Source: an optimization exercise on an open RTL-to-GDS flow (aim: small area, a short achievable clock period and few clock cycles). Production flows keep margins and buffers that such runs may drop.
At most, simulation tests tie the RTL to the original design; equivalence was not proved.
Only the layout flow was run in runs 5 and 6; the RTL was not checked for function there.
Power figures rest on the tool's default switching activity, not on a simulated workload.

==> flow/design.v <==
module adc_acq (
    input  wire        clk,
    input  wire        rst,        
    input  wire        start,
    input  wire        dev24,      
    input  wire [7:0]  n,          
    input  wire [2:0]  gain,       
    input  wire [30:0] vref_uv,    
    output reg         ready,
    input  wire        s_valid,
    input  wire [23:0] s_data,     
    input  wire        s_timeout,  
    output reg         s_ready,
    output reg         done,
    output wire [31:0] res_raw,    
    output wire [31:0] res_uv,     
    output reg         res_to      
);
    localparam [22:0] M = 23'h7fffff;
    reg         flush;      
    reg         first;      
    reg         inv;        
    reg         div;        
    reg         hv;         
    reg         fin;        
    reg         f1, f2, f3;
    reg         abort;      
    reg         gz;         
    reg         op_dev24;
    reg  [7:0]  nd;         
    reg  [7:0]  cnt;        
    reg  [2:0]  gcnt;       
    reg  [36:0] V;          
    reg  [31:0] acc;        
    reg  [59:0] P;          
    reg         neg;        
    reg  [1:0]  dg;         
    assign res_raw = acc;
    assign res_uv  = P[31:0];
    wire take = s_valid & s_ready;
    wire [36:0] v16 = (gain == 3'd0) ? 37'd375 * M : 37'd125 * M;
    wire [31:0] add_a = (fin ? {8'd0, acc[23:0]} : acc) ^ {32{inv}};
    wire [23:0] smp   = P[59:36] & {24{s_ready | flush}};
    wire [31:0] add_b = {{8{smp[23]}}, smp};
    wire [31:0] add_o;
    wire        add_co;
    bk_add #(32) u_acc (.a(add_a), .b(add_b), .ci(inv), .s(add_o), .co(add_co));
    wire [8:0]  d_t1 = {acc[31:24], acc[23]};
    wire [9:0]  d_s1 = {1'b0, d_t1} - {2'b00, nd};
    wire        d_q1 = ~d_s1[9];
    wire [7:0]  d_r1 = d_q1 ? d_s1[7:0] : d_t1[7:0];
    wire [8:0]  d_t2 = {d_r1, acc[22]};
    wire [9:0]  d_s2 = {1'b0, d_t2} - {2'b00, nd};
    wire        d_q2 = ~d_s2[9];
    wire [7:0]  d_r2 = d_q2 ? d_s2[7:0] : d_t2[7:0];
    wire [31:0] divout = {d_r2, acc[21:0], d_q1, d_q2};
    wire        div_step = div & gz & ~(first & neg);
    wire [39:0] h_p  = {P[37:0], 2'b00};
    wire [39:0] h_x0 = dg[0] ? {3'd0, V} : 40'd0;
    wire [39:0] h_x1 = dg[1] ? {2'd0, V, 1'b0} : 40'd0;
    wire [39:0] h_s  = h_p ^ h_x0 ^ h_x1;
    wire [39:0] h_c  = (h_p & h_x0) | (h_p & h_x1) | (h_x0 & h_x1);
    wire [39:0] h_lo;
    wire        h_co;
    bk_add #(40) u_hor (.a(h_s), .b({h_c[38:0], 1'b0}), .ci(1'b0), .s(h_lo), .co(h_co));
    wire [19:0] h_up  = P[57:38];
    wire [19:0] h_upi = h_up + 20'd1;
    wire [59:0] hsum  = {(h_co | h_c[39]) ? h_upi : h_up, h_lo};
    wire [30:0] wh  = P[59:29];                
    wire [30:0] whv = V[30:0];                 
    wire [22:0] f_a = wh[22:0];
    wire [22:0] f_b = P[28:6];
    wire [22:0] f_k = 23'h3fffff;
    wire [22:0] f_s = f_a ^ f_b ^ f_k;
    wire [22:0] f_c = (f_a & f_b) | (f_a & f_k) | (f_b & f_k);
    wire [22:0] f_x;
    wire        f_co;
    bk_add #(23) u_f1 (.a(f_s), .b({f_c[21:0], 1'b0}), .ci(P[5]), .s(f_x), .co(f_co));
    wire [24:0] x  = {f_c[22] & f_co, f_c[22] ^ f_co, f_x};
    wire [8:0]  sh   = {1'b0, whv[30:23]} + {7'd0, P[24:23]};
    wire [9:0]  shn  = {2'b00, whv[30:23]} + {8'd0, P[24:23]} - {9'd0, neg};
    wire [9:0]  c_lo = {1'b0, P[8:0]} + {1'b0, sh} + 10'd1;
    wire        c    = c_lo[9] & (&P[22:9]);
    wire [10:0] q_lo  = {1'b0, whv[9:0]} + {1'b0, P[9:0]} + {10'd0, P[10]};
    wire [21:0] q_up  = {1'b0, whv[30:10]};
    wire [21:0] q_upi = q_up + 22'd1;
    wire [21:0] q_upd = q_up - 22'd1;
    wire [31:0] q     = {(q_lo[10] & ~P[9]) ? q_upi : (~q_lo[10] & P[9]) ? q_upd : q_up, q_lo[9:0]};
    wire [31:0] uv = q ^ {32{neg}};
    reg  [2:0] gsh;    
    always @(*) begin
        case ({dev24, gain})
            4'b0000: gsh = 3'd5;
            4'b0001: gsh = 3'd6;
            4'b0010: gsh = 3'd5;
            4'b0011: gsh = 3'd4;
            4'b0100: gsh = 3'd3;
            4'b0101: gsh = 3'd2;
            4'b0110: gsh = 3'd6;
            4'b0111: gsh = 3'd6;
            4'b1111: gsh = 3'd6;
            default: gsh = 3'd6 - gain;
        endcase
    end
    wire [2:0] gcnt_nx = ready ? gsh
                               : ((gcnt != 3'd0) ? gcnt - 3'd1 : 3'd0);
    wire       last_div = div_step & (cnt == 8'd1);
    always @(posedge clk) begin
        gcnt <= gcnt_nx;
        gz   <= (gcnt_nx <= 3'd1);    
        if (ready)
            V <= dev24 ? {6'd0, vref_uv} : v16;
        else if (gcnt != 3'd0)
            V <= {V[35:0], 1'b0};
        else if (f1)
            V <= {6'd0, wh};
        if (ready) begin
            op_dev24 <= dev24;
            nd       <= n;
        end
        dg <= {d_q1, d_q2};
        if (ready | abort)
            acc <= 32'd0;
        else if (div_step)
            acc <= divout;
        else
            acc <= add_o;
        if (hv)
            P <= hsum;
        else if (f1)
            P <= {35'd0, x};
        else if (f2)
            P <= {49'd0, c, shn};
        else if (f3)
            P <= {28'd0, uv};
        else if (take & ~s_timeout)    
            P <= {op_dev24 ? s_data : {s_data[15:0], 8'd0}, 36'd0};
        else
            P <= 60'd0;
        if (flush) neg <= add_o[31];
        inv <= (flush & add_o[31]) | (last_div & neg);
        if (ready)
            cnt <= n;
        else if (take & ~s_timeout)
            cnt <= cnt - 8'd1;
        else if (flush)
            cnt <= op_dev24 ? 8'd12 : 8'd8;
        else if (div_step)
            cnt <= cnt - 8'd1;
        if (ready)
            res_to <= 1'b0;
        else if (take & s_timeout)
            res_to <= 1'b1;
        if (rst) begin
            ready   <= 1'b1;
            s_ready <= 1'b0;
            done    <= 1'b0;
            flush   <= 1'b0;
            first   <= 1'b0;
            div     <= 1'b0;
            hv      <= 1'b0;
            fin     <= 1'b0;
            f1      <= 1'b0;
            f2      <= 1'b0;
            f3      <= 1'b0;
            abort   <= 1'b0;
        end else begin
            ready   <= ready ? ~start : (f3 | abort);
            s_ready <= (ready & start & (n != 8'd0)) |
                       (s_ready & ~(take & (s_timeout | (cnt == 8'd1))));
            flush   <= take & ~s_timeout & (cnt == 8'd1);
            first   <= flush | (first & ~neg & ~div_step);
            div     <= flush | (div & ~last_div);
            hv      <= div_step;
            fin     <= last_div;
            f1      <= fin;
            f2      <= f1;
            f3      <= f2;
            abort   <= (ready & start & (n == 8'd0)) | (take & s_timeout);
            done    <= f3 | abort;
        end
    end
endmodule
module bk_add #(parameter W = 32) (
    input  wire [W-1:0] a,
    input  wire [W-1:0] b,
    input  wire         ci,
    output wire [W-1:0] s,
    output wire         co
);
    localparam L = (W <= 2) ? 1 : (W <= 4) ? 2 : (W <= 8) ? 3 : (W <= 16) ? 4 : (W <= 32) ? 5 : 6;
    wire [W-1:0] p0 = a ^ b;
    wire [W-1:0] g0 = a & b;
    wire [W-1:0] gp [0:2*L];
    wire [W-1:0] pp [0:2*L];
    genvar i, l;
    generate
        for (i = 0; i < W; i = i + 1) begin : init
            if (i == 0) begin : b0
                assign gp[0][i] = g0[0] | (p0[0] & ci);
                assign pp[0][i] = 1'b0;
            end else begin : bi
                assign gp[0][i] = g0[i];
                assign pp[0][i] = p0[i];
            end
        end
        for (l = 0; l < L; l = l + 1) begin : up
            for (i = 0; i < W; i = i + 1) begin : b
                if (((i + 1) % (2 << l)) == 0) begin : n
                    assign gp[l+1][i] = gp[l][i] | (pp[l][i] & gp[l][i - (1 << l)]);
                    assign pp[l+1][i] = pp[l][i] & pp[l][i - (1 << l)];
                end else begin : w
                    assign gp[l+1][i] = gp[l][i];
                    assign pp[l+1][i] = pp[l][i];
                end
            end
        end
        for (l = L - 1; l >= 1; l = l - 1) begin : dn
            for (i = 0; i < W; i = i + 1) begin : b
                if (((i + 1) % (1 << l)) == (1 << (l - 1)) && (i + 1) > (1 << l)) begin : n
                    assign gp[2*L-l][i] = gp[2*L-l-1][i] | (pp[2*L-l-1][i] & gp[2*L-l-1][i - (1 << (l-1))]);
                    assign pp[2*L-l][i] = pp[2*L-l-1][i] & pp[2*L-l-1][i - (1 << (l-1))];
                end else begin : w
                    assign gp[2*L-l][i] = gp[2*L-l-1][i];
                    assign pp[2*L-l][i] = pp[2*L-l-1][i];
                end
            end
        end
    endgenerate
    wire [W-1:0] c = gp[2*L-1];    
    assign s  = p0 ^ {c[W-2:0], ci};
    assign co = c[W-1];
endmodule
==> flow/flow/run.sh <==
#!/bin/bash
# Standard layout, with the timing repair aiming for 7.5 ns of setup slack
# (a 3.5 ns path at the 11 ns clock) and the port buffers made from buf_1.
set -euo pipefail
export SETUP_SLACK_MARGIN=7.5
export BUFFER_PORTS_ARGS="-buffer_cell sky130_fd_sc_hd__buf_1"
bash standard.sh > standard.log 2>&1
==> flow/standard.sh <==
#!/bin/bash
# synth_recipe.tcl (not shown) runs the flow's synth.tcl, then flattens the netlist and writes it again
# the make line also repeats each setting of config.mk as NAME=value (left out here)
make -C /OpenROAD-flow-scripts/flow DESIGN_CONFIG=/design/flow/config.mk WORK_HOME=/design/flow/orfs CLKGATE_MAP_FILE= SYNTH_SCRIPT=/design/flow/synth_recipe.tcl "${@:-finish}"
==> flow/config.mk <==
export PLATFORM = sky130hd
export DESIGN_NAME = adc_acq
export DESIGN_NICKNAME = adc_acq
export VERILOG_FILES = /design/flow/design.v
export SDC_FILE = /design/flow/constraint.sdc
export NUM_CORES = 4
export LEC_CHECK = 0
export ABC_AREA = 1
export CAP_MARGIN = 20
export CORE_MARGIN = 2
export CORE_UTILIZATION = 40
export CTS_BUF_LIST = sky130_fd_sc_hd__clkbuf_8 sky130_fd_sc_hd__clkbuf_16
export SLEW_MARGIN = 20
export TNS_END_PERCENT = 0
==> flow/constraint.sdc <==
create_clock -name core_clock -period 11.0 [get_ports {clk}]
set_input_delay 2.2000 -clock core_clock [delete_from_list [all_inputs] [get_ports {clk}]]
set_output_delay 2.2000 -clock core_clock [all_outputs]
set_load 0.01 [all_outputs]
==> flow_metrics.env, run 1 <==
export IMPL_via_per_inst=5.299
export IMPL_min_from="div"
export IMPL_core_um2=42890
export IMPL_finalCriticalPeriod_ns=3.541
export IMPL_cap_violations=0
export IMPL_drive_above_1_share_pct=8.549
export IMPL_status="timing/DRC/antenna clean"
export IMPL_p_int_mw=1.151
export IMPL_worstSkewPairLatency_ns=0.47
export IMPL_dieArea_um2=45030
export IMPL_async_flop_share_pct=0
export IMPL_htree_levels=4
export IMPL_synth_top_area_cell="ha_1"
export IMPL_path_clk_slew_ns=0.07
export IMPL_grt_use_met3_pct=4.564
export IMPL_placed_cells=3012
export IMPL_antenna_found_initial=1
export IMPL_clk_path_buf_depth=2
export IMPL_finClkSkew_ns=0.01086
export IMPL_layout_commonest_cell="nand2_1"
export IMPL_max_stage_delay_ns=0.36
export IMPL_drc=0
export IMPL_ys_types=62
export IMPL_final_setup_viol_count=0
export IMPL_stdcell_count=3101
export IMPL_yosys_top_cells_area="ha_1, dfxtp_1, nand2_1"
export IMPL_cp_end_kind="primary output"
export IMPL_rsz0062_at_grt="yes"
export IMPL_track_usage_pct=25.85
export IMPL_routed_wl_mm=58.22
export IMPL_syn_area_um2=17340
export IMPL_fin_tns_setup_ns=0
export IMPL_syn_num_nets=2725
export IMPL_layout_common_cells="nand2_1, inv_1, ha_1, nor2_1, nand3_1"
export IMPL_worstHoldPathCells=2
export IMPL_grt_pass1_vias=15720
export IMPL_die_h_um=212.2
export IMPL_place_ws_ns=6.426
export IMPL_ant_nets=0
export IMPL_die_w_um=212.2
export IMPL_grt_max_degree=57
export IMPL_finalPower_mw=1.724
export IMPL_clock_sinks=167
export IMPL_finalHoldViolations=0
export IMPL_grt_overflow=0
export IMPL_yosys_warnings=4
export IMPL_fin_crit_sh_pct=32.19
export IMPL_n_fill_cell=4361
export IMPL_seq_power_share_pct=41.6
export IMPL_drv_slew=0
export IMPL_p_sw_mw=0.5732
export IMPL_synthToLayoutAreaGrowth_pct=13.56
export IMPL_initial_utilization_pct=40.43
export IMPL_synth_ff_type="dfxtp_1"
export IMPL_min_to="div"
export IMPL_r2r_slack_ns=7.47
export IMPL_dp_hpwl_mm=44.93
export IMPL_top_usage_layer="met2"
export IMPL_arrival_ns=1.34
export IMPL_cts_buffers=17
export IMPL_critical_path_class="flop to primary output"
export IMPL_fmax_mhz=282.4
export IMPL_numPortBuffers=139
export IMPL_synth_yosys_seq_area_share_pct=22.46
export IMPL_p_sw_share_pct=33.25
export IMPL_crit_chain="clkbuf_8 > buf_1"
export IMPL_leakage_nw=9.623
export IMPL_required_ns=8.80
export IMPL_rows=76
export IMPL_use_met2_pct=42.57
export IMPL_synth_area_per_cell_um2=7.282
export IMPL_drt_iter0_markers=1303
export IMPL_dr_pass1_iters=6
export IMPL_r2r_end="P[38]"
export IMPL_synth_top_area_share_pct=13.28
export IMPL_p_clk_share_pct=37.8
export IMPL_fin_ws_ns=7.459
export IMPL_worstMarginPinSlew_ns=0.9499
export IMPL_routabilityCongestion=0.9202
export IMPL_cts_tree="done"
export IMPL_syn_inst=2381
export IMPL_timing_rr_start="dg[0]"
export IMPL_power_frac_comb_pct=20.6
export IMPL_slew_headroom_pct=36.60
export IMPL_io_pins=140
export IMPL_grt_util_met1_pct=34.85
export IMPL_nets=2846
export IMPL_hold_class="flop to flop"
export IMPL_r2r_cells=19
export IMPL_synth_edf_count=55
export IMPL_synth_seq_cells=167
export IMPL_worst_setup_path_start_kind="flop"
export IMPL_irDropWorstVdd_mv=0.1133
export IMPL_cts_root_buffer="clkbuf_16"
export IMPL_hold_buffers=0
export IMPL_p_per_area_nw_per_um2=87.56
export IMPL_critical_path_max_fanout=56
export IMPL_cpMaxStageDelayCell="clkbuf_8"
export IMPL_grt_first_pass_wirelength_mm=87.95
export IMPL_wire_per_inst_um=18.78
export IMPL_multiInputGateArea_um2=11630
export IMPL_regArea_um2=3918
export IMPL_vias=16430
-- synth_stat cells, types with 3 or more instances --
library cell / count
nor2_1: 169
xnor2_1: 58
edfxtp_1: 55
inv_1: 400
o211ai_1: 7
a31oi_1: 8
nand3b_1: 6
inv_2: 3
a21boi_0: 7
a211oi_1: 12
clkbuf_1: 49
xor2_1: 84
o21bai_1: 8
o21a_1: 3
nand2_1: 550
nand3_1: 148
o21ai_1: 8
nor3b_1: 3
nor2_2: 4
buf_2: 17
a22oi_1: 15
clkinv_1: 8
o22ai_1: 6
ha_1: 184
or2_2: 10
o21ai_2: 4
nand4_1: 34
a21boi_1: 4
buf_4: 36
o21ai_0: 91
nor4_1: 4
dfxtp_1: 112
a21o_1: 12
fa_1: 88
o221ai_1: 19
buf_1: 5
nor3_1: 17
a31o_2: 4
a21oi_1: 101
-- final cells by class --
type	count	area share [%]
diodes	1	0.01271
clock buffers	17	2.161
clock inverters	15	0.9786
inverters	411	7.905
multi-input cells	1695	59.06
flip-flops and latches	167	19.90
well taps	585	3.718
repair buffers	210	6.266
-- logic make-up after synthesis --
family          Yosys count  synth area share, %
simple gates            961                23.56
buf+inv                 520                12.21
compound gates          319                11.16
fa+ha+maj               272                23.44
flops                   167                22.46
xor+xnor                142                7.173
-- state kept, by name, summed over array words and instances, names as in the netlist, 2 cells and up --
| signal | flops |
|---|---|
| P | 60 |
| V | 37 |
| dg | 2 |
| acc | 32 |
| gcnt | 3 |
| cnt | 8 |
| nd | 8 |
-- power by group through the flow --
| stage | clock [mW] | combinational [mW] | sequential [mW] |
|---|---|---|---|
| 6_report | 0.652 | 0.354 | 0.718 |
| 5_1_grt | 0.680 | 0.394 | 0.721 |
| 4_1_cts | 0.658 | 0.332 | 0.720 |
| 3_5_place_dp | 0 | 0.301 | 0.745 |
| 3_3_place_gp | 0 | 0.295 | 0.744 |
| 2_1_floorplan | 0 | 0.231 | 0.709 |
-- layer usage --
layer | part of all wire [%] | vias to the layer above | wire, µm
met5 | 0 | - | 0
met4 | 2.1 | 0 | 1251
met3 | 8.1 | 72 | 4722
met2 | 46 | 658 | 26970
met1 | 43 | 7850 | 25280
li1 | - | 7852 | -
-- worst max path at each step --
| stage | from | endpoint | slack (ns) | cells past startpoint |
|---|---|---|---|---|
| after floorplan | dg[1] | P[26] | 7.51 | 21 |
| after global placement | dg[0] | P[40] | 6.47 | 19 |
| after detailed placement | dg[0] | P[46] | 6.43 | 19 |
| after CTS | s_ready | acc[31] | 7.39 | 23 |
| after global routing | nd[2] | acc[30] | 7.32 | 23 |
| final | ready | ready | 7.46 | 2 |
-- worst max-delay path, delay by kind of cell (launching register included) --
family                 cells  cell delay [ns]
buffers and inverters      2             0.55
DFF                        1             0.32
-- what timing repair did --
item,CTS,global route
gates resized for setup,45,70
pin swaps,3,30
buffers inserted,21,30
setup endpoints to repair,64,56
gates cloned,3,2
-- through the flow --
stage               hold WS [ns]  area [µm²]  util, %
finish                    0.4820       19690    45.91
global route              0.5111       19690    45.90
CTS                       0.4785       19170    44.70
global placement          0.4597       18140    42.31
floorplan                 0.4469       17360        -
detailed placement        0.4682       18140    42.31
Testbench counts, summed over its fixed seeds: cycles 89,574.
==> run 2, diff against run 1 <==
--- a/flow/config.mk
+++ b/flow/config.mk
@@ -9,6 +9,6 @@
 export CAP_MARGIN = 20
 export CORE_MARGIN = 2
 export CORE_UTILIZATION = 40
-export CTS_BUF_LIST = sky130_fd_sc_hd__clkbuf_8 sky130_fd_sc_hd__clkbuf_16
+export CTS_BUF_LIST = sky130_fd_sc_hd__clkbuf_8
 export SLEW_MARGIN = 20
 export TNS_END_PERCENT = 0
==> run 2 against run 1 <==
Compared with the run above:
- still clean
- hold slack improved by 0.0046 ns
- cell area increased by 0.39%
- utilization rose by 0.18 points
==> flow_metrics.env, run 2 <==
export IMPL_status="timing/DRC/antenna clean"
export IMPL_yosysMostFrequentCell="nand2_1"
export IMPL_final_setup_viol_count=0
export IMPL_async_flop_share_pct=0
export IMPL_routabilityCongestion=0.9202
export IMPL_dpl_cell_area_um2=18140
export IMPL_grt_max_degree=52
export IMPL_n_fill_cell=4346
export IMPL_critical_path_class="flop to flop"
export IMPL_track_usage_pct=25.95
export IMPL_placed_cells=3012
export IMPL_worstMarginPinSlew_ns=0.9792
export IMPL_fin_crit_sh_pct=31.77
export IMPL_layout_common_cells="nand2_1, inv_1, ha_1, nor2_1, nand3_1"
export IMPL_cap_violations=0
export IMPL_dr_pass1_iters=7
export IMPL_synth_area_per_cell_um2=7.282
export IMPL_nets=2849
export IMPL_regMostFlops="P"
export IMPL_antennaDiodeCount=0
export IMPL_regArea_um2=3923
export IMPL_clock_sinks=167
export IMPL_drt_iter0_markers=1406
export IMPL_p_int_mw=1.020
export IMPL_yosys_top_cells_area="ha_1, dfxtp_1, nand2_1"
export IMPL_power_frac_comb_pct=22.8
export IMPL_dp_hpwl_mm=44.93
export IMPL_worstSkewPairLatency_ns=0.52
export IMPL_antenna_found_initial=2
export IMPL_numPortBuffers=139
export IMPL_via_per_inst=5.325
export IMPL_layout_commonest_cell="nand2_1"
export IMPL_fmax_mhz=286.1
export IMPL_synth_top_area_cell="ha_1"
export IMPL_grt_first_pass_wirelength_mm=88.42
export IMPL_cts_root_buffer="clkbuf_8"
export IMPL_grt_overflow=0
export IMPL_top_regs="P (60), V (37), acc (32)"
export IMPL_hold_class="flop to flop"
export IMPL_irDropWorstVdd_mv=0.07879
export IMPL_largest_reg_flops=60
export IMPL_htree_levels=4
export IMPL_whs_ns=0.4866
export IMPL_drv_slew=0
export IMPL_ys_types=62
export IMPL_seq_power_share_pct=45.5
export IMPL_final_util_pct=46.09
export IMPL_arrival_ns=3.90
export IMPL_die_h_um=212.2
export IMPL_finClkSkew_ns=0.01561
export IMPL_clk_path_buf_depth=2
export IMPL_rows=76
export IMPL_synth_yosys_seq_area_share_pct=22.46
export IMPL_finalCriticalPeriod_ns=3.495
export IMPL_p_clk_share_pct=31.7
export IMPL_syn_area_um2=17340
export IMPL_syn_num_nets=2725
export IMPL_routed_wl_mm=59.26
export IMPL_syn_inst=2381
export IMPL_ant_nets=0
export IMPL_leakage_nw=9.594
export IMPL_fin_tns_setup_ns=0
export IMPL_stdcell_count=3103
export IMPL_slew_headroom_pct=34.65
export IMPL_drc=0
export IMPL_multiInputGateArea_um2=11810
export IMPL_die_w_um=212.2
export IMPL_p_sw_mw=0.5584
export IMPL_wire_per_inst_um=19.10
export IMPL_io_pins=140
export IMPL_cts_buffers=17
export IMPL_drive_above_1_share_pct=9.770
export IMPL_synth_edf_count=55
export IMPL_yosys_warnings=4
export IMPL_synthToLayoutAreaGrowth_pct=14.01
export IMPL_rsz0062_at_grt="yes"
export IMPL_cts_tree="done"
export IMPL_core_um2=42890
export IMPL_dieArea_um2=45030
export IMPL_p_per_area_nw_per_um2=79.88
export IMPL_synth_ff_type="dfxtp_1"
export IMPL_initial_utilization_pct=40.43
export IMPL_netlist_top_cells_count="nand2_1, inv_1, ha_1"
export IMPL_grt_pass1_vias=15860
export IMPL_path_clk_slew_ns=0.10
export IMPL_finalHoldViolations=0
export IMPL_required_ns=11.40
export IMPL_cp_end_kind="flop"
export IMPL_p_sw_share_pct=35.37
export IMPL_synth_seq_cells=167
export IMPL_synth_top_area_share_pct=13.28
export IMPL_vias=16530
export IMPL_fin_area_um2=19770
export IMPL_worst_setup_path_start_kind="flop"
export IMPL_critical_path_max_fanout=5
-- run 2: cell counts after synthesis --
No cell type changed its count.
-- run 2: path summary, 6_finish.rpt --
| check | depth (start not counted) | slack (ns) | to | startpoint |
|---|---|---|---|---|
| hold / removal | 2 | 0.49 | div | div |
| setup / recovery | 19 | 7.51 | P[31] | dg[1] |
| setup reg to reg | 19 | 7.51 | P[31] | dg[1] |
| hold reg to reg | 2 | 0.49 | div | div |
-- run 2: layer usage --
layer | vias to the layer above | track usage (%) | routed length [µm]
met1 | 7934 | 34.88 | 25600
met3 | 90 | 4.594 | 4644
li1 | 7853 | - | -
met5 | - | 0 | 22
met4 | 4 | 7.504 | 1574
met2 | 644 | 42.65 | 27420
-- run 2: worst max-delay path, cell delays in order (launching register included) --
cell and delay [ns]:
dfxtp_4 0.39, buf_12 0.14, buf_12 0.12, nand2_2 0.06
fa_1 0.59, inv_2 0.06, ha_4 0.26, nand4_1 0.16
nor3_2 0.20, nand2_2 0.08, nand2_4 0.14, inv_4 0.05
nor2_4 0.10, nor2_4 0.06, o21bai_4 0.16, a21oi_2 0.09
fa_2 0.41, xnor2_2 0.15, nand2_1 0.06, nand2_1 0.08
-- run 2: per-stage QoR --
| step | setup WS, ns | power (mW) |
|---|---|---|
| 2_1_floorplan | 7.509 | 0.9400 |
| 4_1_cts | 7.481 | 1.564 |
| 3_5_place_dp | 6.426 | 1.046 |
| 5_1_grt | 7.336 | 1.648 |
| 3_3_place_gp | 6.472 | 1.039 |
| 6_report | 7.505 | 1.579 |
-- run 2: final cells by class --
cell class / instances / share of cell area (%)
multi-input combinational: 1695 / 59.73
sequential: 167 / 19.84
inverter: 411 / 7.881
timing repair buffer: 213 / 6.684
tap: 585 / 3.703
clock buffer: 17 / 1.184
clock inverter: 15 / 0.9748
-- run 2: kinds of logic after synthesis --
kind of cell / after synthesis / synth area share [%]
XOR/XNOR: 142 / 7.173
buffers and inverters: 520 / 12.21
AND/OR/NAND/NOR: 961 / 23.56
adder cells (fa/ha/maj): 272 / 23.44
flip-flops: 167 / 22.46
AO/OA/AOI/OAI: 319 / 11.16
-- run 2: power groups by stage --
stage / combinational [mW] / sequential [mW] / clock, mW
after floorplan: 0.231 / 0.709 / 0
after global placement: 0.295 / 0.744 / 0
after detailed placement: 0.301 / 0.745 / 0
after CTS: 0.341 / 0.717 / 0.506
after global routing: 0.399 / 0.722 / 0.526
final: 0.360 / 0.719 / 0.501
-- run 2: repair_timing --
action / 4_1_cts / 5_1_grt
setup buffers: 28 / 24
hold buffers: 0 / 0
endpoints found under the setup margin: 64 / 54
gates resized for setup: 69 / 89
hold endpoints to repair: 0 / 0
gates cloned: 4 / 3
pin swaps: 13 / 47
==> run 3, diff against run 2 <==
--- a/flow/config.mk
+++ b/flow/config.mk
@@ -10,5 +10,6 @@
 export CORE_MARGIN = 2
 export CORE_UTILIZATION = 40
 export CTS_BUF_LIST = sky130_fd_sc_hd__clkbuf_8
+export GPL_ROUTABILITY_DRIVEN = 0
 export SLEW_MARGIN = 20
 export TNS_END_PERCENT = 0
==> run 3 against run 2 <==
Compared with the run above:
- register-to-register slack got worse by 0.07 ns
- utilization shrank 0.66 points
- wire length is 3.0% lower
- worst setup slack got worse by 0.069 ns
- flip-flop and latch count did not move
- sequential share of layout area up 0.31 points
- sequential power barely moved
- maximum frequency down 1.9%
- die area stayed put
- power shrank 4.9%
- critical endpoint is now P[38]
- largest cell class unchanged
==> flow_metrics.env, run 3 <==
export IMPL_hold_buffers=0
export IMPL_die_h_um=212.2
export IMPL_leakage_nw=9.508
export IMPL_synth_top_area_share_pct=13.28
export IMPL_wire_per_inst_um=18.56
export IMPL_htree_levels=4
export IMPL_drt_iter0_markers=1360
export IMPL_dp_hpwl_mm=44.11
export IMPL_dr_pass1_iters=6
export IMPL_cts_root_buffer="clkbuf_8"
export IMPL_track_usage_pct=25.35
export IMPL_routed_wl_mm=57.48
export IMPL_placed_cells=3012
export IMPL_synthToLayoutAreaGrowth_pct=12.38
export IMPL_worstSkewPairLatency_ns=0.53
export IMPL_nets=2841
export IMPL_synth_edf_count=55
export IMPL_fin_tns_setup_ns=0
export IMPL_p_per_area_nw_per_um2=77.09
export IMPL_status="timing/DRC/antenna clean"
export IMPL_layout_common_cells="nand2_1, inv_1, ha_1, nor2_1, nand3_1"
export IMPL_largest_reg_flops=60
export IMPL_core_um2=42890
export IMPL_regArea_um2=3928
export IMPL_synth_top_area_cell="ha_1"
export IMPL_top_regs="P (60), V (37), acc (32)"
export IMPL_synth_ff_type="dfxtp_1"
export IMPL_drive_above_1_share_pct=8.845
export IMPL_io_pins=140
export IMPL_arrival_ns=3.98
export IMPL_finalPower_mw=1.502
export IMPL_regMostFlops="P"
export IMPL_hold_class="flop to flop"
export IMPL_clk_path_buf_depth=2
export IMPL_cts_buffers=17
export IMPL_cp_end_kind="flop"
export IMPL_layout_commonest_cell="nand2_1"
export IMPL_drc=0
export IMPL_ant_nets=0
export IMPL_r2r_slack_ns=7.44
export IMPL_yosys_warnings=4
export IMPL_grt_overflow=0
export IMPL_place_ws_ns=6.445
export IMPL_critical_path_max_fanout=7
export IMPL_multiInputGateArea_um2=11700
export IMPL_slew_headroom_pct=31.75
export IMPL_fin_crit_sh_pct=32.40
export IMPL_antenna_found_initial=6
export IMPL_die_w_um=212.2
export IMPL_synth_seq_cells=167
export IMPL_finClkSkew_ns=0.02286
export IMPL_grt_max_degree=56
export IMPL_cap_violations=0
export IMPL_grt_first_pass_wirelength_mm=86.82
export IMPL_vias=16270
export IMPL_initial_utilization_pct=40.43
export IMPL_fmax_mhz=280.6
export IMPL_fin_ws_ns=7.436
export IMPL_dieArea_um2=45030
export IMPL_yosysMostFrequentCell="nand2_1"
export IMPL_critical_path_class="flop to flop"
export IMPL_rows=76
export IMPL_required_ns=11.41
export IMPL_syn_area_um2=17340
export IMPL_netlist_top_cells_count="nand2_1, inv_1, ha_1"
export IMPL_ys_types=62
export IMPL_yosys_top_cells_area="ha_1, dfxtp_1, nand2_1"
export IMPL_grt_pass1_vias=15530
export IMPL_path_clk_slew_ns=0.11
export IMPL_irDropWorstVdd_mv=0.09397
export IMPL_finalHoldViolations=0
export IMPL_final_setup_viol_count=0
export IMPL_synth_area_per_cell_um2=7.282
export IMPL_stdcell_count=3097
export IMPL_n_fill_cell=4397
export IMPL_clock_sinks=167
export IMPL_rsz0062_at_grt="yes"
export IMPL_syn_inst=2381
export IMPL_syn_num_nets=2725
export IMPL_async_flop_share_pct=0
export IMPL_cts_tree="done"
export IMPL_numPortBuffers=139
export IMPL_worst_setup_path_start_kind="flop"
export IMPL_drv_slew=0
export IMPL_synth_yosys_seq_area_share_pct=22.46
export IMPL_worstMarginPinSlew_ns=1.023
export IMPL_finalCriticalPeriod_ns=3.564
export IMPL_via_per_inst=5.254
==> run 3: cell counts after synthesis <==
Identical to the previous run, type by type.
==> run 3: worst max-delay path: stages, from the launching register on <==
cell and delay [ns]:
dfxtp_4 0.41, buf_12 0.15, buf_12 0.12, nand2_1 0.07, fa_1 0.61, inv_1 0.06
ha_1 0.28, nand2_1 0.08, nor2_2 0.15, nand2_2 0.10, nor3b_4 0.25, nand2_4 0.07
nand2_4 0.07, inv_1 0.05, o21bai_2 0.16, nand3_1 0.11, nand2_1 0.10, fa_2 0.44
nand2_1 0.09, o21ai_1 0.07
==> run 3: cell families (layout without fill, tap and decap cells) <==
group                      after synthesis  count (layout)  synth area share, %
adders and majority gates              272             272                23.44
and+or+nand+nor                        961             961                23.56
buffers and inverters                  520             649                12.21
AOI/OAI and AO/OA                      319             319                11.16
DFF                                    167             167                22.46
other                                    0               2                    0
xor gates and xnor gates               142             142                7.173
==> run 3: through the flow <==
step	hold slack (ns)	instance area [µm²]	utilization (%)
2_1_floorplan	0.4469	17360	-
6_report	0.4831	19480	45.43
5_1_grt	0.5059	19480	45.43
3_3_place_gp	0.4603	18140	42.31
4_1_cts	0.4901	18810	43.85
3_5_place_dp	0.4755	18140	42.31
==> run 3: path summary, 6_finish.rpt <==
| path | from | endpoint | cells after the start |
|---|---|---|---|
| setup / recovery | dg[1] | P[38] | 19 |
| hold reg to reg | res_to | res_to | 2 |
| setup reg to reg | dg[1] | P[38] | 19 |
| hold / removal | res_to | res_to | 2 |
==> run 3: repair_timing <==
item	in CTS	in global routing
pin swaps	3	36
gates resized for setup	48	83
setup buffers	15	30
gates cloned	3	3
setup endpoints to repair	63	54
==> run 3: layer usage <==
metal,wire length [µm],GRT usage [%],vias to the layer above,part of all wire (%)
met5,67,0,-,0.12
met4,1019,5.537,10,1.8
met2,26670,41.71,591,46
met1,25080,34.14,7763,44
met3,4649,5.362,78,8.1
li1,-,-,7831,-
==> run 3: cell type report <==
cell class | instances | area share (%)
Timing Repair Buffer | 206 | 6.242
Clock buffer | 17 | 1.201
Antenna cell | 2 | 0.02569
Multi-Input combinational cell | 1694 | 60.02
Tap cell | 585 | 3.757
Sequential cell | 167 | 20.16
Inverter | 411 | 8.001
Clock inverter | 15 | 0.5972
==> run 3: power by group <==
group          switching (mW)  internal, mW
clock network           0.280         0.161
registers              0.0487         0.673
logic                   0.212         0.127
total                   0.541         0.961
==> run 4, diff against run 3 <==
==> flow/flow/run.sh (replaced) <==
#!/bin/bash
# Standard layout, with the timing repair aiming for 8.0 ns of setup slack
# (a 3.0 ns path at the 11 ns clock) and the port buffers made from buf_1.
set -euo pipefail
export SETUP_SLACK_MARGIN=8.0
export BUFFER_PORTS_ARGS="-buffer_cell sky130_fd_sc_hd__buf_1"
bash standard.sh > standard.log 2>&1
--- a/flow/config.mk
+++ b/flow/config.mk
@@ -9,7 +9,6 @@
 export CAP_MARGIN = 20
 export CORE_MARGIN = 2
 export CORE_UTILIZATION = 40
-export CTS_BUF_LIST = sky130_fd_sc_hd__clkbuf_8
-export GPL_ROUTABILITY_DRIVEN = 0
+export CTS_BUF_LIST = sky130_fd_sc_hd__clkbuf_8 sky130_fd_sc_hd__clkbuf_16
 export SLEW_MARGIN = 20
 export TNS_END_PERCENT = 0
==> run 4 against run 3 <==
Compared with the run above:
- still clean on timing, DRC and antenna
- first-iteration DRC count decreased by 4.9%
- final cell count increased by 0.19%
- sequential share of layout area decreased by 0.58 points
- register-to-register slack improved by 0.07 ns
- clock power increased by about 40%
- via count increased by 1.6%
- clock skew decreased by 0.011 ns
- flip-flop and latch count unchanged
- critical path depth increased by 1
- hold slack got worse by 0.014 ns
- utilization increased by 1.3 points
- cell area increased by 2.9%
- largest power group unchanged
==> flow_metrics.env, run 4 <==
export IMPL_status="timing/DRC/antenna clean"
export IMPL_synth_area_per_cell_um2=7.282
export IMPL_antenna_found_initial=1
export IMPL_p_sw_share_pct=33.74
export IMPL_finalCriticalPeriod_ns=3.498
export IMPL_hold_class="flop to flop"
export IMPL_routabilityCongestion=0.9234
export IMPL_synth_edf_count=55
export IMPL_finClkSkew_ns=0.01139
export IMPL_synth_top_area_cell="ha_1"
export IMPL_core_um2=42890
export IMPL_leakage_nw=9.731
export IMPL_grt_use_met3_pct=4.638
export IMPL_cp_top_family="simple AND/OR/NAND/NOR gates"
export IMPL_worstSkewPairLatency_ns=0.47
export IMPL_synth_top_area_share_pct=13.28
export IMPL_cts_root_buffer="clkbuf_16"
export IMPL_fin_tns_setup_ns=0
export IMPL_timing_rr_start="dg[1]"
export IMPL_worstMarginPinSlew_ns=1.013
export IMPL_dp_hpwl_mm=44.35
export IMPL_ant_nets=0
export IMPL_seq_power_share_pct=42.9
export IMPL_grt_first_pass_wirelength_mm=91.14
export IMPL_power_frac_comb_pct=20.5
export IMPL_r2r_cells=20
export IMPL_r2r_slack_ns=7.50
export IMPL_drt_iter0_markers=1293
export IMPL_required_ns=11.41
export IMPL_cpMaxStageDelayCell="fa_1"
export IMPL_crit_path_frequent_cell="nand2_2"
export IMPL_syn_num_nets=2725
export IMPL_top_regs="P (60), V (37), acc (32)"
export IMPL_grt_util_met1_pct=35.91
export IMPL_regMostFlops="P"
export IMPL_htree_levels=4
export IMPL_cp_end_kind="flop"
export IMPL_routed_wl_mm=58.84
export IMPL_drive_above_1_share_pct=10.29
export IMPL_wire_per_inst_um=18.96
export IMPL_largest_reg_flops=60
export IMPL_grt_max_degree=52
export IMPL_syn_area_um2=17340
export IMPL_initial_utilization_pct=40.43
export IMPL_syn_inst=2381
export IMPL_final_setup_viol_count=0
export IMPL_max_stage_delay_ns=0.51
export IMPL_synth_yosys_seq_area_share_pct=22.46
export IMPL_cap_violations=0
export IMPL_fin_ws_ns=7.502
export IMPL_vias=16540
export IMPL_cp_num_buf_inv=4
export IMPL_crit_start="dg[1]"
export IMPL_numPortBuffers=139
export IMPL_nets=2849
export IMPL_final_util_pct=46.75
export IMPL_die_h_um=212.2
export IMPL_grt_overflow=0
export IMPL_track_usage_pct=26.44
export IMPL_critPathCapture="P[26]"
export IMPL_dr_pass1_iters=8
export IMPL_drc=0
export IMPL_synth_seq_cells=167
export IMPL_arrival_ns=3.91
export IMPL_slew_headroom_pct=32.28
export IMPL_cts_buffers=17
export IMPL_r2r_end="P[26]"
export IMPL_crit_chain="buf_12 > buf_16 > nand2_2 > fa_1 > inv_1 > fa_2 > nand2_2 > nand2_1 > nand4_1 > nand2_2 > nand2_2 > nand2_4 > inv_4 > nor2_4 > nor2_4 > nor2_2 > nor2_2 > fa_1 > or2_4 > nand2_1"
export IMPL_netlist_top_cells_count="nand2_1, inv_1, ha_1"
export IMPL_hold_buffers=0
export IMPL_p_int_mw=1.120
export IMPL_p_clk_share_pct=36.6
export IMPL_clock_sinks=167
export IMPL_grt_pass1_vias=16340
export IMPL_crit_cells=20
export IMPL_dieArea_um2=45030
export IMPL_layout_commonest_cell="nand2_1"
export IMPL_drv_slew=0
export IMPL_critical_path_max_fanout=4
export IMPL_rows=76
export IMPL_irDropWorstVdd_mv=0.1234
export IMPL_worst_setup_path_start_kind="flop"
export IMPL_top_usage_layer="met2"
export IMPL_die_w_um=212.2
export IMPL_p_sw_mw=0.5702
export IMPL_yosys_warnings=4
export IMPL_async_flop_share_pct=0
export IMPL_synth_ff_type="dfxtp_1"
export IMPL_fmax_mhz=285.9
export IMPL_fin_crit_sh_pct=31.80
export IMPL_critical_path_class="flop to flop"
export IMPL_via_per_inst=5.329
export IMPL_synthToLayoutAreaGrowth_pct=15.63
export IMPL_finalHoldViolations=0
export IMPL_io_pins=140
export IMPL_clk_path_buf_depth=2
export IMPL_yosysMostFrequentCell="nand2_1"
export IMPL_cts_tree="done"
export IMPL_path_clk_slew_ns=0.07
export IMPL_place_ws_ns=6.534
export IMPL_antennaDiodeCount=0
export IMPL_use_met2_pct=43.70
export IMPL_p_per_area_nw_per_um2=84.29
export IMPL_yosys_top_cells_area="ha_1, dfxtp_1, nand2_1"
export IMPL_ys_types=62
export IMPL_rsz0062_at_grt="yes"
export IMPL_layout_common_cells="nand2_1, inv_1, ha_1, nor2_1, nand3_1"
run 4: logic make-up (layout without fill, tap and decap cells):
logic type               count (synthesis)  in the layout  synth area share [%]
adder cells (fa/ha/maj)                272            272                 23.44
XOR/XNOR                               142            142                 7.173
AND/OR/NAND/NOR                        961            961                 23.56
flip-flops                             167            167                 22.46
AO/OA/AOI/OAI                          319            319                 11.16
buffers and inverters                  520            657                 12.21
run 4: worst reg2reg max path, stage by stage, from the launching register on:
cell and delay [ns]:
dfxtp_4 0.44, buf_12 0.14, buf_16 0.12, nand2_2 0.06, fa_1 0.51, inv_1 0.06, fa_2 0.39, nand2_2 0.07
nand2_1 0.06, nand4_1 0.10, nand2_2 0.10, nand2_2 0.10, nand2_4 0.10, inv_4 0.10, nor2_4 0.05, nor2_4 0.17
nor2_2 0.07, nor2_2 0.13, fa_1 0.39, or2_4 0.23, nand2_1 0.07
run 4: how the worst min path moves through the flow:
stage	from	endpoint	slack, ns	cells after the start
5_1_grt	res_to	res_to	0.53	2
3_3_place_gp	res_to	res_to	0.44	2
4_1_cts	res_to	res_to	0.45	2
2_1_floorplan	abort	done	0.45	2
3_5_place_dp	res_to	res_to	0.44	2
6_report	res_to	res_to	0.47	2
run 4: area by class of cell:
| type | count | area (µm²) |
|---|---|---|
| clock inverter | 13 | 108.9 |
| sequential | 167 | 3925 |
| fill | 4313 | 22840 |
| multi-input combinational | 1694 | 11880 |
| timing repair buffer | 214 | 1371 |
| inverter | 411 | 1567 |
| tap | 585 | 732.0 |
| clock buffer | 19 | 464.2 |
run 4: per-stage QoR:
step                hold WS (ns)  cell area, µm²  total power, mW  instances
floorplan                 0.4469           17400           0.9411       2381
global placement          0.4409           18150            1.039       3010
detailed placement        0.4428           18150            1.045       3010
CTS                       0.4541           19700            1.685       3091
global route              0.5261           20050            1.766       3103
finish                    0.4687           20050            1.690       3103
run 4: per-layer routing:
layer,wire length [µm],vias up,share of wire (%)
met5,16,-,0.027
met4,1222,2,2.1
met3,4190,84,7.1
met2,27310,637,46
met1,26100,7956,44
li1,-,7856,-
run 4: timing repair:
action                     CTS  global route
setup endpoints to repair  196           203
hold endpoints to repair     0             0
gates cloned                 7             1
pin swaps                   47            29
setup buffers               42            11
gates resized for setup    121            56
run 4: power groups by stage:
stage	registers, mW	logic, mW	clock network (mW)
CTS	0.724	0.337	0.624
global route	0.730	0.388	0.649
global placement	0.747	0.292	0
detailed placement	0.748	0.297	0
floorplan	0.709	0.232	0
finish	0.725	0.347	0.618
==> run 5, diff against run 4 <==
--- a/flow/design.v
+++ b/flow/design.v
@@ -23,7 +23,7 @@
     reg         div;        
     reg         hv;         
     reg         fin;        
-    reg         f1, f2, f3;
+    reg         f1, f2;
     reg         abort;      
     reg         gz;         
     reg         op_dev24;
@@ -34,7 +34,6 @@
     reg  [31:0] acc;        
     reg  [59:0] P;          
     reg         neg;        
-    reg  [1:0]  dg;         
     assign res_raw = acc;
     assign res_uv  = P[31:0];
     wire take = s_valid & s_ready;
@@ -56,8 +55,8 @@
     wire [31:0] divout = {d_r2, acc[21:0], d_q1, d_q2};
     wire        div_step = div & gz & ~(first & neg);
     wire [39:0] h_p  = {P[37:0], 2'b00};
-    wire [39:0] h_x0 = dg[0] ? {3'd0, V} : 40'd0;
-    wire [39:0] h_x1 = dg[1] ? {2'd0, V, 1'b0} : 40'd0;
+    wire [39:0] h_x0 = acc[0] ? {3'd0, V} : 40'd0;
+    wire [39:0] h_x1 = acc[1] ? {2'd0, V, 1'b0} : 40'd0;
     wire [39:0] h_s  = h_p ^ h_x0 ^ h_x1;
     wire [39:0] h_c  = (h_p & h_x0) | (h_p & h_x1) | (h_x0 & h_x1);
     wire [39:0] h_lo;
@@ -66,8 +65,7 @@
     wire [19:0] h_up  = P[57:38];
     wire [19:0] h_upi = h_up + 20'd1;
     wire [59:0] hsum  = {(h_co | h_c[39]) ? h_upi : h_up, h_lo};
-    wire [30:0] wh  = P[59:29];                
-    wire [30:0] whv = V[30:0];                 
+    wire [30:0] wh = P[59:29];
     wire [22:0] f_a = wh[22:0];
     wire [22:0] f_b = P[28:6];
     wire [22:0] f_k = 23'h3fffff;
@@ -76,16 +74,23 @@
     wire [22:0] f_x;
     wire        f_co;
     bk_add #(23) u_f1 (.a(f_s), .b({f_c[21:0], 1'b0}), .ci(P[5]), .s(f_x), .co(f_co));
-    wire [24:0] x  = {f_c[22] & f_co, f_c[22] ^ f_co, f_x};
-    wire [8:0]  sh   = {1'b0, whv[30:23]} + {7'd0, P[24:23]};
-    wire [9:0]  shn  = {2'b00, whv[30:23]} + {8'd0, P[24:23]} - {9'd0, neg};
-    wire [9:0]  c_lo = {1'b0, P[8:0]} + {1'b0, sh} + 10'd1;
-    wire        c    = c_lo[9] & (&P[22:9]);
-    wire [10:0] q_lo  = {1'b0, whv[9:0]} + {1'b0, P[9:0]} + {10'd0, P[10]};
-    wire [21:0] q_up  = {1'b0, whv[30:10]};
+    wire [1:0]  xh  = {f_c[22] & f_co, f_c[22] ^ f_co};
+    wire [8:0]  sh0 = {1'b0, wh[30:23]};
+    wire [8:0]  sh1 = sh0 + 9'd1;
+    wire [8:0]  sh2 = sh0 + 9'd2;
+    wire [8:0]  sh  = xh[1] ? sh2 : xh[0] ? sh1 : sh0;
+    wire [18:0] f1v = {sh, &f_x[22:9], f_x[8:0]};
+    wire [8:0]  sv   = P[18:10];
+    wire [9:0]  c_lo = {1'b0, P[8:0]} + {1'b0, sv} + 10'd1;
+    wire        c    = c_lo[9] & P[9];
+    wire [9:0]  shn  = {1'b0, sv} - {9'd0, neg};
+    wire [10:0] q_l0  = {1'b0, wh[9:0]} + {1'b0, shn};
+    wire [10:0] q_l1  = {1'b0, wh[9:0]} + {1'b0, shn} + 11'd1;
+    wire [10:0] q_lo  = c ? q_l1 : q_l0;
+    wire [21:0] q_up  = {1'b0, wh[30:10]};
     wire [21:0] q_upi = q_up + 22'd1;
     wire [21:0] q_upd = q_up - 22'd1;
-    wire [31:0] q     = {(q_lo[10] & ~P[9]) ? q_upi : (~q_lo[10] & P[9]) ? q_upd : q_up, q_lo[9:0]};
+    wire [31:0] q     = {(q_lo[10] & ~shn[9]) ? q_upi : (~q_lo[10] & shn[9]) ? q_upd : q_up, q_lo[9:0]};
     wire [31:0] uv = q ^ {32{neg}};
     reg  [2:0] gsh;    
     always @(*) begin
@@ -112,13 +117,10 @@
             V <= dev24 ? {6'd0, vref_uv} : v16;
         else if (gcnt != 3'd0)
             V <= {V[35:0], 1'b0};
-        else if (f1)
-            V <= {6'd0, wh};
         if (ready) begin
             op_dev24 <= dev24;
             nd       <= n;
         end
-        dg <= {d_q1, d_q2};
         if (ready | abort)
             acc <= 32'd0;
         else if (div_step)
@@ -128,11 +130,9 @@
         if (hv)
             P <= hsum;
         else if (f1)
-            P <= {35'd0, x};
+            P[28:0] <= {10'd0, f1v};            
         else if (f2)
-            P <= {49'd0, c, shn};
-        else if (f3)
-            P <= {28'd0, uv};
+            P[31:0] <= uv;
         else if (take & ~s_timeout)    
             P <= {op_dev24 ? s_data : {s_data[15:0], 8'd0}, 36'd0};
         else
@@ -162,10 +162,9 @@
             fin     <= 1'b0;
             f1      <= 1'b0;
             f2      <= 1'b0;
-            f3      <= 1'b0;
             abort   <= 1'b0;
         end else begin
-            ready   <= ready ? ~start : (f3 | abort);
+            ready   <= ready ? ~start : (f2 | abort);
             s_ready <= (ready & start & (n != 8'd0)) |
                        (s_ready & ~(take & (s_timeout | (cnt == 8'd1))));
             flush   <= take & ~s_timeout & (cnt == 8'd1);
@@ -175,9 +174,8 @@
             fin     <= last_div;
             f1      <= fin;
             f2      <= f1;
-            f3      <= f2;
             abort   <= (ready & start & (n == 8'd0)) | (take & s_timeout);
-            done    <= f3 | abort;
+            done    <= f2 | abort;
         end
     end
 endmodule
==> flow/flow/run.sh (replaced) <==
#!/bin/bash
# Standard layout, with the timing repair aiming for 7.5 ns of setup slack
# (a 3.5 ns path at the 11 ns clock) and the port buffers made from buf_1.
set -euo pipefail
export SETUP_SLACK_MARGIN=7.5
export BUFFER_PORTS_ARGS="-buffer_cell sky130_fd_sc_hd__buf_1"
bash standard.sh > standard.log 2>&1
--- a/flow/config.mk
+++ b/flow/config.mk
@@ -9,6 +9,6 @@
 export CAP_MARGIN = 20
 export CORE_MARGIN = 2
 export CORE_UTILIZATION = 40
-export CTS_BUF_LIST = sky130_fd_sc_hd__clkbuf_8 sky130_fd_sc_hd__clkbuf_16
+export CTS_BUF_LIST = sky130_fd_sc_hd__clkbuf_4 sky130_fd_sc_hd__clkbuf_8
 export SLEW_MARGIN = 20
 export TNS_END_PERCENT = 0
==> run 5 against run 4 <==
Compared with the run above:
- still clean
- non-clock buffer count is 4 lower
- sequential share of layout area is 2.3 points higher
- die area is 1.9% lower
- clock power is 25% lower
- cell area is 4.3% lower
- worst setup slack worse by 0.54 ns
- sequential power is 3.4% lower
- via count is 5.1% lower
==> flow_metrics.env, run 5 <==
export IMPL_largest_reg_flops=60
export IMPL_rsz0062_at_grt="yes"
export IMPL_yosys_top_cells_area="edfxtp_1, ha_1, nand2_1"
export IMPL_grt_pass1_vias=14800
export IMPL_final_setup_viol_count=0
export IMPL_clk_path_buf_depth=2
export IMPL_core_um2=41950
export IMPL_finalCriticalPeriod_ns=4.039
export IMPL_fin_crit_sh_pct=36.72
export IMPL_nets=2728
export IMPL_syn_num_nets=2597
export IMPL_worstSkewPairLatency_ns=0.54
export IMPL_whs_ns=0.4539
export IMPL_top_regs="P (60), V (37), acc (32)"
export IMPL_wire_per_inst_um=18.97
export IMPL_synth_seq_cells=164
export IMPL_fmax_mhz=247.6
export IMPL_dp_hpwl_mm=43.22
export IMPL_async_flop_share_pct=0
export IMPL_leakage_nw=9.629
export IMPL_finalHoldViolations=0
export IMPL_die_h_um=210.2
export IMPL_yosysMostFrequentCell="nand2_1"
export IMPL_routed_wl_mm=56.12
export IMPL_fin_tns_setup_ns=0
export IMPL_synth_ff_type="edfxtp_1"
export IMPL_initial_utilization_pct=40.54
export IMPL_drv_slew=0
export IMPL_synth_top_area_cell="edfxtp_1"
export IMPL_synth_top_area_share_pct=15.19
export IMPL_cpMaxStageDelayCell="edfxtp_1"
export IMPL_n_fill_cell=4204
export IMPL_irDropWorstVdd_mv=0.08663
export IMPL_via_per_inst=5.307
export IMPL_yosys_warnings=4
export IMPL_clock_sinks=164
export IMPL_syn_area_um2=17010
export IMPL_cp_top_family="adder cells"
export IMPL_antenna_found_initial=2
export IMPL_die_w_um=210.2
export IMPL_regMostFlops="P"
export IMPL_critical_path_class="flop to flop"
export IMPL_hold_buffers=0
export IMPL_io_pins=140
export IMPL_grt_first_pass_wirelength_mm=84.32
export IMPL_drive_above_1_share_pct=9.963
export IMPL_timing_rr_start="P[29]"
export IMPL_numPortBuffers=139
export IMPL_cp_num_buf_inv=7
export IMPL_drt_iter0_markers=1287
export IMPL_crit_start="P[29]"
export IMPL_path_clk_slew_ns=0.11
export IMPL_status="timing/DRC/antenna clean"
export IMPL_cts_buffers=17
export IMPL_grt_overflow=0
export IMPL_synthToLayoutAreaGrowth_pct=12.86
export IMPL_finClkSkew_ns=0.02830
export IMPL_ant_nets=0
export IMPL_dieArea_um2=44180
export IMPL_layout_commonest_cell="nand2_1"
export IMPL_routabilityCongestion=0.9611
export IMPL_multiInputGateArea_um2=11330
export IMPL_htree_levels=4
export IMPL_cts_root_buffer="clkbuf_8"
export IMPL_synth_area_per_cell_um2=7.475
export IMPL_synth_yosys_seq_area_share_pct=24.37
export IMPL_arrival_ns=4.48
export IMPL_worst_setup_path_start_kind="flop"
export IMPL_critical_path_max_fanout=4
export IMPL_r2r_slack_ns=6.96
export IMPL_antennaDiodeCount=0
export IMPL_cts_tree="done"
export IMPL_cp_end_kind="flop"
export IMPL_ys_types=59
export IMPL_syn_inst=2275
export IMPL_vias=15700
export IMPL_slew_headroom_pct=34.38
export IMPL_rows=75
export IMPL_dr_pass1_iters=6
export IMPL_regArea_um2=4194
export IMPL_track_usage_pct=24.95
export IMPL_required_ns=11.44
export IMPL_netlist_top_cells_count="nand2_1, inv_1, nor2_1"
export IMPL_worstMarginPinSlew_ns=0.9842
export IMPL_grt_max_degree=63
export IMPL_layout_common_cells="nand2_1, inv_1, nor2_1, ha_1, buf_1"
export IMPL_max_stage_delay_ns=0.49
export IMPL_cap_violations=0
export IMPL_synth_edf_count=86
export IMPL_p_per_area_nw_per_um2=70.02
export IMPL_hold_class="flop to flop"
export IMPL_drc=0
export IMPL_min_from="res_to"
[run 5: cell types whose count changed after synthesis, sizes merged, moves of 17 or more]
cell	previous run	this run
dfxtp	112	78
ha	184	165
o22a	0	20
edfxtp	55	86
nand3	150	103
nand2	554	530
xor2	84	102
o21ai	103	120
inv	403	381
[run 5: routing by layer]
metal  global-route usage [%]  vias to the layer above  wire length [µm]
met3                    3.948                       98              3817
met5                        0                        -                13
li1                         -                     7562                 -
met4                    8.608                        2              1770
met1                    34.35                     7482             25000
met2                    39.85                      553             25520
[run 5: area by class of cell]
type	instances	share of cell area, %
Sequential cell	164	21.85
Inverter	384	7.608
Clock inverter	15	0.7888
Tap cell	539	3.514
Multi-Input combinational cell	1629	59.02
Timing Repair Buffer	210	5.998
Clock buffer	17	1.219
[run 5: power breakdown]
group          leakage [nW]  switching [mW]  internal [mW]  total, mW
clock network         0.187           0.262          0.202      0.464
registers              1.59          0.0283          0.671      0.700
logic                  7.86           0.111         0.0683      0.180
total                  9.63           0.402          0.942       1.34
[run 5: timing repair]
action,CTS,global route
resized for setup,57,83
pin swaps,16,27
cloned,0,2
buffers inserted,23,33
setup endpoints to repair,92,83
[run 5: kinds of logic (layout without fill, tap and decap cells)]
kind of cell / Yosys count / count (layout) / share of synthesized area (%)
AND/OR/NAND/NOR: 905 / 905 / 22.57
adder cells (fa/ha/maj): 250 / 250 / 22.15
flip-flops: 164 / 164 / 24.37
buffers and inverters: 482 / 626 / 11.57
AO/OA/AOI/OAI: 324 / 324 / 11.60
multiplexers: 1 / 1 / 0.06622
XOR/XNOR: 149 / 149 / 7.674
[run 5: through the flow]
| stage | worst slack, ns | area (µm²) | total power [mW] | instances | util [%] |
|---|---|---|---|---|---|
| floorplan | 7.225 | 17030 | 0.8192 | 2275 | - |
| global placement | 6.160 | 17800 | 0.8795 | 2868 | 42.43 |
| detailed placement | 6.074 | 17800 | 0.8825 | 2868 | 42.43 |
| CTS | 6.775 | 18530 | 1.344 | 2923 | 44.18 |
| global route | 6.738 | 19190 | 1.391 | 2958 | 45.75 |
| finish | 6.961 | 19190 | 1.344 | 2958 | 45.75 |
[run 5: worst paths after layout]
kind              depth (start not counted)  endpoint
hold reg to reg                           2    res_to
hold / removal                            2    res_to
setup reg to reg                         26     P[13]
setup / recovery                         26     P[13]
[run 5: worst register-to-register path: stages (launching register included)]
cell and delay (ns):
edfxtp_1 0.49, inv_1 0.09, ha_1 0.22, inv_1 0.06
ha_2 0.16, inv_2 0.04, fa_2 0.34, inv_2 0.08
a31oi_4 0.08, inv_2 0.09, a21boi_4 0.07, o21ai_2 0.19
a211oi_2 0.12, o21ai_2 0.16, nand2_1 0.09, nand2_2 0.09
a31oi_4 0.08, fa_2 0.34, inv_2 0.08, ha_4 0.21
inv_1 0.09, o21ai_2 0.06, nand2_2 0.12, o21ai_2 0.08
a21oi_1 0.24, nor2_1 0.10, a21oi_1 0.17
==> run 6, diff against run 5 <==
--- a/flow/design.v
+++ b/flow/design.v
@@ -65,7 +65,8 @@
     wire [19:0] h_up  = P[57:38];
     wire [19:0] h_upi = h_up + 20'd1;
     wire [59:0] hsum  = {(h_co | h_c[39]) ? h_upi : h_up, h_lo};
-    wire [30:0] wh = P[59:29];
+    wire [30:0] wh  = P[59:29];
+    wire [30:0] wh2 = V[30:0];                 
     wire [22:0] f_a = wh[22:0];
     wire [22:0] f_b = P[28:6];
     wire [22:0] f_k = 23'h3fffff;
@@ -74,20 +75,18 @@
     wire [22:0] f_x;
     wire        f_co;
     bk_add #(23) u_f1 (.a(f_s), .b({f_c[21:0], 1'b0}), .ci(P[5]), .s(f_x), .co(f_co));
-    wire [1:0]  xh  = {f_c[22] & f_co, f_c[22] ^ f_co};
-    wire [8:0]  sh0 = {1'b0, wh[30:23]};
+    wire [11:0] f1v = {f_c[22] & f_co, f_c[22] ^ f_co, &f_x[22:9], f_x[8:0]};
+    wire [8:0]  sh0 = {1'b0, wh2[30:23]};
     wire [8:0]  sh1 = sh0 + 9'd1;
     wire [8:0]  sh2 = sh0 + 9'd2;
-    wire [8:0]  sh  = xh[1] ? sh2 : xh[0] ? sh1 : sh0;
-    wire [18:0] f1v = {sh, &f_x[22:9], f_x[8:0]};
-    wire [8:0]  sv   = P[18:10];
+    wire [8:0]  sv  = P[11] ? sh2 : P[10] ? sh1 : sh0;
     wire [9:0]  c_lo = {1'b0, P[8:0]} + {1'b0, sv} + 10'd1;
     wire        c    = c_lo[9] & P[9];
     wire [9:0]  shn  = {1'b0, sv} - {9'd0, neg};
-    wire [10:0] q_l0  = {1'b0, wh[9:0]} + {1'b0, shn};
-    wire [10:0] q_l1  = {1'b0, wh[9:0]} + {1'b0, shn} + 11'd1;
+    wire [10:0] q_l0  = {1'b0, wh2[9:0]} + {1'b0, shn};
+    wire [10:0] q_l1  = {1'b0, wh2[9:0]} + {1'b0, shn} + 11'd1;
     wire [10:0] q_lo  = c ? q_l1 : q_l0;
-    wire [21:0] q_up  = {1'b0, wh[30:10]};
+    wire [21:0] q_up  = {1'b0, wh2[30:10]};
     wire [21:0] q_upi = q_up + 22'd1;
     wire [21:0] q_upd = q_up - 22'd1;
     wire [31:0] q     = {(q_lo[10] & ~shn[9]) ? q_upi : (~q_lo[10] & shn[9]) ? q_upd : q_up, q_lo[9:0]};
@@ -117,6 +116,8 @@
             V <= dev24 ? {6'd0, vref_uv} : v16;
         else if (gcnt != 3'd0)
             V <= {V[35:0], 1'b0};
+        else if (f1)
+            V <= {6'd0, wh};
         if (ready) begin
             op_dev24 <= dev24;
             nd       <= n;
@@ -130,9 +131,9 @@
         if (hv)
             P <= hsum;
         else if (f1)
-            P[28:0] <= {10'd0, f1v};            
+            P <= {48'd0, f1v};
         else if (f2)
-            P[31:0] <= uv;
+            P <= {28'd0, uv};
         else if (take & ~s_timeout)    
             P <= {op_dev24 ? s_data : {s_data[15:0], 8'd0}, 36'd0};
         else
--- a/flow/config.mk
+++ b/flow/config.mk
@@ -10,5 +10,6 @@
 export CORE_MARGIN = 2
 export CORE_UTILIZATION = 40
 export CTS_BUF_LIST = sky130_fd_sc_hd__clkbuf_4 sky130_fd_sc_hd__clkbuf_8
+export PLACE_DENSITY = 0.8
 export SLEW_MARGIN = 20
 export TNS_END_PERCENT = 0
==> run 6 against run 5 <==
Compared with the run above:
- critical path depth is 3 higher
- maximum frequency is 13% lower
- hold slack better by 0.0041 ns
- sequential power is 1% higher
- largest power group unchanged
- clock power is 3% lower
- clock-buffer cell count stayed put
- power is 25% higher
- sequential share of layout area is 1.2 points lower
- non-clock buffer count is 20 lower
- synthesized cell count is 2.8% higher
- first-iteration DRC count is 46% higher
- utilization is 1.2 points lower
==> flow_metrics.env, run 6 <==
export IMPL_cts_root_buffer="clkbuf_8"
export IMPL_fin_tns_setup_ns=0
export IMPL_synth_ff_type="dfxtp_1"
export IMPL_cap_violations=0
export IMPL_nets=2759
export IMPL_core_um2=41760
export IMPL_p_int_mw=1.014
export IMPL_synth_fa_ha_area_share_pct=22.28
export IMPL_cts_tree="done"
export IMPL_hold_buffers=0
export IMPL_yosys_top_cells_area="dfxtp_1, nand2_1, ha_1"
export IMPL_required_ns=11.44
export IMPL_p_sw_share_pct=39.53
export IMPL_dr_pass1_iters=6
export IMPL_max_stage_delay_ns=0.49
export IMPL_antennaDiodeCount=0
export IMPL_p_per_area_nw_per_um2=90.12
export IMPL_async_flop_share_pct=0
export IMPL_yosysMostFrequentCell="nand2_1"
export IMPL_seq_power_share_pct=42.4
export IMPL_fin_crit_sh_pct=42.34
export IMPL_dp_hpwl_mm=41.14
export IMPL_rsz0062_at_grt="yes"
export IMPL_routabilityCongestion=0.9403
export IMPL_largest_reg_flops=60
export IMPL_grt_max_degree=65
export IMPL_min_to="res_to"
export IMPL_clock_sinks=164
export IMPL_io_pins=140
export IMPL_initial_utilization_pct=40.34
export IMPL_p_clk_share_pct=26.9
export IMPL_finalCriticalPeriod_ns=4.658
export IMPL_finalPower_mw=1.677
export IMPL_dieArea_um2=43770
export IMPL_die_w_um=209.2
export IMPL_grt_overflow=0
export IMPL_drc=0
export IMPL_cp_top_family="simple AND/OR/NAND/NOR gates"
export IMPL_r2r_cells=29
export IMPL_drive_above_1_share_pct=7.181
export IMPL_worstHoldPathCells=2
export IMPL_synth_area_per_cell_um2=7.202
export IMPL_arrival_ns=5.10
export IMPL_die_h_um=209.2
export IMPL_crit_cells=29
export IMPL_regArea_um2=3849
export IMPL_n_fill_cell=4094
export IMPL_synth_yosys_seq_area_share_pct=22.76
export IMPL_track_usage_pct=24.25
export IMPL_wire_per_inst_um=18.01
export IMPL_min_from="res_to"
export IMPL_synth_top_area_cell="dfxtp_1"
export IMPL_netlist_top_cells_count="nand2_1, inv_1, nor2_1"
export IMPL_path_clk_slew_ns=0.11
export IMPL_synthToLayoutAreaGrowth_pct=10.48
export IMPL_layout_commonest_cell="nand2_1"
export IMPL_r2r_slack_ns=6.34
export IMPL_hold_class="flop to flop"
export IMPL_multiInputGateArea_um2=11210
export IMPL_clk_path_buf_depth=2
export IMPL_critical_path_max_fanout=5
export IMPL_syn_inst=2339
export IMPL_synthXorXnorAreaFrac_pct=7.168
export IMPL_worstSkewPairLatency_ns=0.50
export IMPL_synth_top_family_by_area="simple AND/OR/NAND/NOR gates"
export IMPL_crit_path_frequent_cell="nand2_1"
export IMPL_worst_setup_path_start_kind="flop"
export IMPL_status="timing/DRC/antenna clean"
export IMPL_via_per_inst=5.517
export IMPL_grt_pass1_vias=15330
export IMPL_ant_nets=0
export IMPL_htree_levels=4
export IMPL_cts_buffers=17
export IMPL_synth_seq_cells=164
export IMPL_syn_num_nets=2660
export IMPL_fmax_mhz=214.7
export IMPL_routed_wl_mm=53.84
export IMPL_irDropWorstVdd_mv=0.08779
export IMPL_yosys_warnings=4
export IMPL_cp_num_buf_inv=5
export IMPL_synth_compound_area_share_pct=12.29
export IMPL_leakage_nw=9.384
export IMPL_vias=16500
export IMPL_synth_edf_count=55
export IMPL_finClkSkew_ns=0.01800
export IMPL_cpMaxStageDelayCell="edfxtp_1"
export IMPL_ys_types=62
export IMPL_p_sw_mw=0.6630
export IMPL_r2r_end="P[15]"
export IMPL_grt_first_pass_wirelength_mm=82.78
export IMPL_top_regs="P (60), V (37), acc (32)"
export IMPL_synthSimpleGateAreaFrac_pct=22.97
export IMPL_antenna_found_initial=0
export IMPL_slew_headroom_pct=30.92
export IMPL_timing_rr_start="V[23]"
export IMPL_power_frac_comb_pct=30.8
export IMPL_rows=75
export IMPL_finalHoldViolations=0
export IMPL_syn_area_um2=16840
export IMPL_numPortBuffers=139
export IMPL_regMostFlops="P"
export IMPL_critical_path_class="flop to flop"
export IMPL_synth_top_area_share_pct=12.95
export IMPL_layout_common_cells="nand2_1, inv_1, nor2_1, ha_1, buf_1"
export IMPL_cp_end_kind="flop"
export IMPL_worstMarginPinSlew_ns=1.023
export IMPL_muxShareOfSynthArea_pct=0.06685
export IMPL_drv_slew=0
export IMPL_final_setup_viol_count=0
export IMPL_drt_iter0_markers=1874
==> run 6: cell types whose count changed in the layout (fill, tap and decap cells not counted), moves of 12 or more <==
| cell | change |
|---|---|
| a22oi_1 | +18 |
| inv_1 | +23 |
| edfxtp_1 | -31 |
| nand2_1 | +31 |
| xor2_1 | -12 |
| dfxtp_1 | +41 |
| buf_4 | -22 |
| o22a_1 | -19 |
| a21oi_1 | +14 |
==> run 6: layout make-up <==
class / count / area share [%]
Multi-Input combinational cell: 1662 / 60.23
Timing Repair Buffer: 190 / 5.251
Tap cell: 539 / 3.624
Clock inverter: 15 / 0.7395
Sequential cell: 164 / 20.68
Inverter: 403 / 8.222
Clock buffer: 17 / 1.257
==> run 6: cell families after synthesis <==
logic type / count (synthesis)
compound gates: 346
xor+xnor: 137
fa+ha+maj: 249
buf+inv: 514
flops: 164
mux: 1
simple gates: 928
==> run 6: worst max path at each step <==
stage                     startpoint       to  slack, ns
final                          V[23]    P[15]       6.34
after global routing           V[23]    P[24]       6.20
after CTS                      V[23]    P[16]       6.83
after detailed placement         inv  acc[31]       6.17
after global placement           inv  acc[31]       6.21
after floorplan                V[24]    P[19]       7.31
==> run 6: layer usage <==
| layer | vias up | GRT usage [%] | part of all wire (%) |
|---|---|---|---|
| li1 | 7709 | - | - |
| met1 | 7688 | 31.40 | 39 |
| met2 | 935 | 39.68 | 46 |
| met3 | 163 | 5.140 | 11 |
| met4 | 0 | 9.286 | 4.0 |
| met5 | - | 0 | 0 |
==> run 6: repair_timing <==
item | 4_1_cts | 5_1_grt
pin swaps | 11 | 38
gates cloned | 0 | 1
setup buffers | 22 | 17
endpoints found under the setup margin | 88 | 86
resized for setup | 37 | 49
==> run 6: worst reg2reg max path: cells and delay by family, from the launching register on <==
family	cells	cell delay [ns]
buf+inv	5	0.63
simple gates	18	2.03
flops	1	0.49
xor+xnor	1	0.20
fa+ha+maj	3	0.80
compound gates	2	0.48
==> run 6: power groups by stage <==
stage / clock network [mW] / logic [mW] / registers [mW]
global placement: 0 / 0.415 / 0.729
floorplan: 0 / 0.342 / 0.693
detailed placement: 0 / 0.421 / 0.729
global route: 0.476 / 0.565 / 0.715
finish: 0.451 / 0.516 / 0.710
CTS: 0.450 / 0.453 / 0.707
==> run 6: metrics by stage <==
step | util, % | hold WS [ns] | cells | setup slack [ns] | cell area (µm²)
finish | 44.57 | 0.4580 | 2990 | 6.342 | 18610
global route | 44.57 | 0.4805 | 2990 | 6.203 | 18610
CTS | 43.73 | 0.4619 | 2972 | 6.829 | 18260
detailed placement | 42.11 | 0.4448 | 2918 | 6.168 | 17580
global placement | 42.11 | 0.4397 | 2918 | 6.205 | 17580
floorplan | - | 0.4469 | 2339 | 7.306 | 16890

Re-timed with assumed drivers on the ports (clkbuf_16 on the clock, buf_2 on other inputs), run 6 has 6.342 ns of setup slack against 6.342 ns with ideal ports, and 6.342 ns once port delays also move by the mid clock arrival of 0.538 ns.
